What follows belongs to an exercise in optimizing a design on an open flow for a short achievable clock period and few clock cycles; a production flow would make more cautious choices.
No activity file was given, so power comes from the tool's default toggle rates.

==> inputs of build 86 <==
// ict_seq
module ict_seq (
    input  wire        clk,
    input  wire        rst,
    input  wire        cmd_valid,
    output wire        cmd_ready,
    input  wire [2:0]  cmd_op,
    input  wire [23:0] cmd_addr,
    input  wire [15:0] cmd_len,
    input  wire [3:0]  cmd_step,
    input  wire        cmd_wide,
    input  wire        cmd_big,
    input  wire [31:0] cmd_seed,
    input  wire [15:0] cmd_mask,
    input  wire [31:0] cmd_crc,
    output wire        bus_req_valid,
    input  wire        bus_req_ready,
    output wire        bus_req_we,
    output wire [23:0] bus_req_addr,
    output wire [15:0] bus_req_wdata,
    output wire        bus_req_wide,
    input  wire        bus_rsp_valid,
    input  wire [15:0] bus_rsp_rdata,
    output reg         res_valid,
    output reg  [1:0]  res_code,
    output reg  [31:0] res_value,
    output reg  [23:0] res_addr,
    output reg  [15:0] res_exp,
    output reg  [15:0] res_act,
    output reg  [1:0]  res_pass
);
    localparam OP_ROMCRC   = 3'd0;
    localparam OP_ROMCHK   = 3'd1;
    localparam OP_ROMRAW   = 3'd2;
    localparam OP_RAMMARCH = 3'd3;
    localparam OP_RAMADDR  = 3'd4;
    localparam OP_RAMFILL  = 3'd5;
    localparam OP_RAMREAD  = 3'd6;
    localparam RC_SUCCESS  = 2'd0;
    localparam RC_MISMATCH = 2'd1;
    localparam RC_UNIMPL   = 2'd2;
    localparam A_CLR  = 2'd0;    
    localparam A_SETJ = 2'd1;    
    localparam A_RDQ  = 2'd2;    
    localparam A_CLRJ = 2'd3;    
    function [159:0] lcg1_s1(input [31:0] x);
        reg [31:0] s0, c0, s1, c1, s2, c2, s3, c3, s4, c4, s5, c5;
        begin
        s0 = (x << 0) ^ (~(x << 2)) ^ (x << 4);
        c0 = (((x << 0) & (~(x << 2))) | ((x << 0) & (x << 4)) | ((~(x << 2)) & (x << 4))) << 1;
        s1 = (~(x << 9)) ^ (x << 11) ^ (~(x << 13));
  ...
Settings: LEC_CHECK=0, CAP_MARGIN=20, CORE_MARGIN=2, CORE_UTILIZATION=40, PLACE_DENSITY=0.6, SLEW_MARGIN=20; clock period 10.0 ns.
run.sh (not shown) runs the stock make flow with config.mk's settings and CLKGATE_MAP_FILE= SYNTH_SCRIPT=/design/flow/synth_recipe.tcl, a recipe that flattens the netlist after the stock synthesis.
==> build 63 (differences from build 86) <==
--- a/flow/design.v
+++ b/flow/design.v
@@ -174,26 +174,12 @@
     endgenerate
     reg         gpend;      
     reg  [1:0]  icnt;       
     reg         n1_q;
     reg  [15:0] hm;
     reg  [23:0] sps;        
-    reg  [159:0] i1_a, i2_a, i3_a;
-    reg  [63:0]  i1_b, i2_b, i3_b;
-    reg  [31:0]  i1, i2, i3;
-    always @(posedge clk) begin
-        i1_a <= lcg1_s1(seed);
-        i2_a <= lcg2_s1(seed);
-        i3_a <= lcg3_s1(seed);
-        i1_b <= lcg_s2(i1_a);
-        i2_b <= lcg_s2(i2_a);
-        i3_b <= lcg_s2(i3_a);
-        i1   <= i1_b[31:0] + i1_b[63:32];
-        i2   <= i2_b[31:0] + i2_b[63:32];
-        i3   <= i3_b[31:0] + i3_b[63:32];
-    end
     reg         g_valid;
     reg         g_done;     
     reg         g_we;
     reg  [23:0] g_addr;
     reg         g_bar;      
     reg         g_inv;      
@@ -209,12 +195,26 @@
     reg  [23:0] j_addr;             
     reg  [23:0] jn_off, jn_addr;    
     reg  [15:0] j_h;
     reg  [31:0]  r_out;
     reg  [63:0]  r_b;
     reg  [159:0] r_a;
+    reg  [31:0]  i_out;
+    reg  [63:0]  i_b;
+    reg  [159:0] i_a;
+    wire         r_init = busy & is_march & (icnt != 2'd3);
+    wire [31:0]  r_sum  = r_b[31:0] + r_b[63:32];
+    wire [63:0]  r_s2   = lcg_s2(r_a);
+    wire [159:0] r_s1i  = (icnt == 2'd0) ? lcg1_s1(seed) : (icnt == 2'd1) ? lcg2_s1(seed) : lcg3_s1(seed);
+    always @(posedge clk) begin
+        if (r_init) begin
+            i_out <= r_sum;
+            i_b   <= r_s2;
+            i_a   <= r_s1i;
+        end
+    end
     wire [15:0] pat  = (r_out[31:16] ^ {16{g_inv}}) & wm;
     wire [15:0] g_wd = is_march ? pat : (op == OP_RAMFILL) ? fillv : (g_wm ? cm : 16'd0);
     wire [15:0] g_ex = is_march ? (pat & cm) : (g_em ? cm : 16'd0);
     wire [1:0]  g_ps = is_march ? (g_inv ? 2'd2 : 2'd1) : 2'd0;
     wire q_last = ~q_h[0];
     wire j_last = ~j_h[0];
@@ -227,27 +227,28 @@
     reg  [23:0] s_addr;
     reg  [15:0] s_wd;
     assign bus_req_valid = ov;
     assign bus_req_we    = o_we;
     assign bus_req_addr  = o_addr;
     assign bus_req_wdata = o_wd;
-    localparam FD = 16;
+    localparam FAW = 2;
+    localparam FD = 1 << FAW;
     reg  [41:0] fq [0:FD-1];        
-    reg  [3:0]  wp, rp;
-    reg  [4:0]  cnt;                
-    reg  [4:0]  disc;               
+    reg  [FAW-1:0] wp, rp;
+    reg  [FAW:0]   cnt;             
+    reg  [FAW:0]   disc;            
     reg  [4:0]  unchk;              
     reg         killed;             
     reg         mm_q;               
     reg         rv_q;
     reg  [15:0] rd_q;
     reg  [31:0] crc;
     reg  [23:0] st_addr, m_addr;
     reg  [15:0] st_exp, st_act, m_exp, m_act;
     reg  [1:0]  st_pass, m_pass;
-    wire g_blk = mm_q | killed | (g_bar & (unchk != 5'd0)) | (~g_we & (cnt == FD));
+    wire g_blk = mm_q | killed | (g_bar & (unchk != 5'd0)) | (~g_we & cnt[FAW]);
     wire xfer  = g_valid & ~sv & ~g_blk;
     wire push  = xfer & ~g_we;
     wire o_ld  = ~ov | bus_req_ready;
     wire gstart = busy & gpend & ~(op == 3'd7 || n0) &
                   (is_march ? (icnt == 2'd3) : is_addr ? (icnt != 2'd0) : 1'b1);
     always @(posedge clk) begin
@@ -282,15 +283,12 @@
             half   <= 2'd0;
             asub   <= A_CLR;
             q_t    <= 5'd0;
             qn_off <= {19'd0, stride};
             qn_addr <= sps;
             q_h    <= hm;
-            r_out  <= i1;
-            r_b    <= {32'd0, i2};
-            r_a    <= {128'd0, i3};
         end else if (xfer && !g_last) begin
             g_bar <= 1'b0;
             if (is_addr) begin
                 case (asub)
                 A_CLR: begin
                     if (q_last) begin
@@ -348,32 +346,37 @@
                 end
                 endcase
             end else if (!lh) begin
                 g_addr <= g_addr + {19'd0, stride};
                 rem    <= rem - 16'd1;
                 lh     <= (rem == 16'd2);
-                r_out  <= r_b[31:0] + r_b[63:32];
-                r_b    <= lcg_s2(r_a);
+                r_out  <= r_sum;
+                r_b    <= r_s2;
                 r_a    <= lcg3_s1(r_out);
             end else begin
                 half   <= half + 2'd1;
                 g_addr <= start;
                 rem    <= len;
                 lh     <= n1_q;
                 g_we   <= half[0];
                 g_bar  <= (half == 2'd1);
                 g_inv  <= (half != 2'd0);
-                r_out  <= i1;
-                r_b    <= {32'd0, i2};
-                r_a    <= {128'd0, i3};
+                r_out  <= i_out;
+                r_b    <= i_b;
+                r_a    <= i_a;
             end
         end
+        if (r_init) begin
+            r_out <= r_sum;
+            r_b   <= r_s2;
+            r_a   <= r_s1i;
+        end
         if (rst) begin
             g_valid <= 1'b0;
             g_done  <= 1'b0;
-        end else if (accept) begin
+        end else if (cmd_rdy) begin
             g_valid <= 1'b0;
             g_done  <= 1'b0;
         end else if (gstart) begin
             g_valid <= 1'b1;
         end else if (mm_q) begin
             g_valid <= 1'b0;
@@ -381,13 +384,13 @@
             g_valid <= 1'b0;
             g_done  <= 1'b1;
         end
     end
     wire [41:0] head    = fq[rp];
     wire        pop     = rv_q;
-    wire        disc_nz = (disc != 5'd0);
+    wire        disc_nz = |disc;
     wire        proc    = pop & ~disc_nz & ~killed & ~mm_q;
     wire [15:0] actm    = rd_q & cm;
     wire        mis     = (actm != head[39:24]);
     wire [15:0] rd_w  = rd_q & wm;
     wire [31:0] crc_1 = crc_byte(crc, wide ? (big ? rd_w[15:8] : rd_w[7:0]) : rd_w[7:0]);
     wire [31:0] crc_2 = crc_byte(crc_1, big ? rd_w[7:0] : rd_w[15:8]);
@@ -408,13 +411,13 @@
         if (mm_q & ~killed) begin
             m_addr <= st_addr;
             m_exp  <= st_exp;
             m_act  <= st_act;
             m_pass <= st_pass;
         end
-        if (accept)
+        if (cmd_rdy)
             crc <= 32'hFFFFFFFF;
         else if (proc & is_crc)
             crc <= wide ? crc_2 : crc_1;
         n1_q <= n1;
         hm   <= hm_w;
         sps  <= start + {19'd0, stride};
@@ -448,47 +451,48 @@
         if (rst) begin
             cmd_rdy   <= 1'b1;
             busy      <= 1'b0;
             gpend     <= 1'b0;
             icnt      <= 2'd0;
             res_valid <= 1'b0;
-            wp        <= 4'd0;
-            rp        <= 4'd0;
-            cnt       <= 5'd0;
-            disc      <= 5'd0;
+            wp        <= {FAW{1'b0}};
+            rp        <= {FAW{1'b0}};
+            cnt       <= {(FAW+1){1'b0}};
+            disc      <= {(FAW+1){1'b0}};
             unchk     <= 5'd0;
             killed    <= 1'b0;
             mm_q      <= 1'b0;
         end else begin
             res_valid <= fin;
             if (accept) begin
                 cmd_rdy <= 1'b0;
                 busy    <= 1'b1;
-                gpend   <= 1'b1;
-                icnt    <= 2'd0;
+            end else if (fin) begin
+                cmd_rdy <= 1'b1;
+                busy    <= 1'b0;
+            end
+            if (cmd_rdy) begin
+                gpend <= 1'b1;
+                icnt  <= 2'd0;
             end else begin
-                if (fin) begin
-                    cmd_rdy <= 1'b1;
-                    busy    <= 1'b0;
-                end
                 if (gstart | fin_imm) gpend <= 1'b0;
                 if (icnt != 2'd3) icnt <= icnt + 2'd1;
             end
-            if (push) wp <= wp + 4'd1;
-            if (pop)  rp <= rp + 4'd1;
-            cnt <= cnt + {4'd0, push} - {4'd0, pop};
+            if (push) wp <= wp + 1'b1;
+            if (pop)  rp <= rp + 1'b1;
+            cnt <= cnt + push - pop;
             if (fin)
-                disc <= cnt - {4'd0, pop};
+                disc <= cnt - pop;
             else if (pop & disc_nz)
-                disc <= disc - 5'd1;
-            if (accept)
+                disc <= disc - 1'b1;
+            if (cmd_rdy)
                 unchk <= 5'd0;
             else
                 unchk <= unchk + {4'd0, push & chk_rd} - {4'd0, proc & chk_rd};
             mm_q <= proc & is_cmp & mis;
-            if (accept)
+            if (cmd_rdy)
                 killed <= 1'b0;
             else if (mm_q)
                 killed <= 1'b1;
         end
     end
 endmodule
==> flow/flow/run.sh (new file) <==
#!/bin/bash
# The standard layout (the standard.sh: standard synthesis, floorplan,
# placement, CTS, routing) with a larger setup margin for ORFS's timing
# repair, so that repair keeps improving paths well past the 10 ns the
# constraints ask for. The SDC, clock period and everything else are the standard flow's.
set -euo pipefail
bash standard.sh SETUP_SLACK_MARGIN=7 finish > standard_make.log 2>&1
==> flow/standard.sh (new file) <==
#!/bin/bash
# synth_recipe.tcl (not shown) runs the flow's synth.tcl, then flattens the netlist and writes it again
# the make line also repeats each setting of config.mk as NAME=value (left out here)
make -C /OpenROAD-flow-scripts/flow DESIGN_CONFIG=/design/flow/config.mk WORK_HOME=/design/flow/orfs CLKGATE_MAP_FILE= SYNTH_SCRIPT=/design/flow/synth_recipe.tcl "${@:-finish}"
==> flow/config.mk (replaced) <==
export PLATFORM = sky130hd
export DESIGN_NAME = ict_seq
export DESIGN_NICKNAME = ict_seq
export VERILOG_FILES = /design/flow/design.v
export SDC_FILE = /design/flow/constraint.sdc
export NUM_CORES = 4
export LEC_CHECK = 0
export ABC_CLOCK_PERIOD_IN_PS = 2500
export CAP_MARGIN = 20
export CORE_MARGIN = 2
export CORE_UTILIZATION = 40
export PLACE_DENSITY = 0.6
export SLEW_MARGIN = 20
removed: flow/run.sh
==> run summary <==
quantity	build 86	build 63
Run status	timing/DRC/antenna clean	timing/DRC/antenna clean
Met2 WL	124000 um	98400 um
Largest register FFs	672	168
Mean cell area of the mapped netlist	13.5 um^2	12.7 um^2
Post-Route WL	267000 um	219000 um
Met2 demand-to-capacity share in global routing	0.336	0.354
Final design area excluding fillers	0.115 mm^2	0.0891 mm^2
Number of setup buffers added after CTS	0	328
Layout Skew	90.9 ps	65.7 ps
Net load switching power	0.0103 W	0.00532 W
Overall power consumption	0.0309 W	0.0171 W
Proportion of cell area occupied by registers	0.488	0.418
Half-perimeter wire length after placement	189000 um	142000 um
Clock group	0.00890 W	0.00551 W
Number of synthesized flops with an enable pin	1276	1074
Wire length of the first global-routing pass	393000 um	310000 um
CP max FO	52	1
Fraction of standard cell area in multi-input logic	0.347	0.377
Proportion of power drawn by combinational gates	0.330	0.301
FF-to-FF End	jn_addr[5]	qn_addr[15]
Number of global-route vias before repair	59000	46300
Critical path buffers and inverters	2	1
CP max-delay cell	a2111o_1	edfxtp_1
Fraction of met3 tracks used by global routing	0.0345	0.0440
Resize count post-CTS	0	1178
No functional check of the RTL was part of any run of this note.

[port drivers added, routing unchanged]
In the flow no input, the clock included, has a driving cell. The finished layouts below were timed again as built, in two steps. Step 1 sets driving cells, clkbuf_16 on the clock port and buf_2 on the other inputs (assumed; they add their load-dependent delay and slew). Step 2 adds t to the input delays and takes it off the output delays; t is the mean of the earliest and latest rising clock arrival at the registers after step 1. Input paths then give back, and output paths get back, about the clock's delay inside the block. Three values: ideal ports, drivers, drivers and shift; two values: the first two.
run	t, ns	slack for setup (ns)	worst hold slack (ns)	worst setup path at the end	worst slew at a driven data input, ns
build 86	0.974	4.264 / 4.264 / 4.264	0.326 / 0.326 / 0.326	register to register	0.16
build 63	0.853	6.446 / 6.364 / 6.304	0.428 / 0.428 / 0.428	input to register	0.15
After both steps setup and hold are still met in every run listed. The setup slack of build 63, which loses most, moves by -0.082 ns with the drivers and by -0.142 ns with both steps.
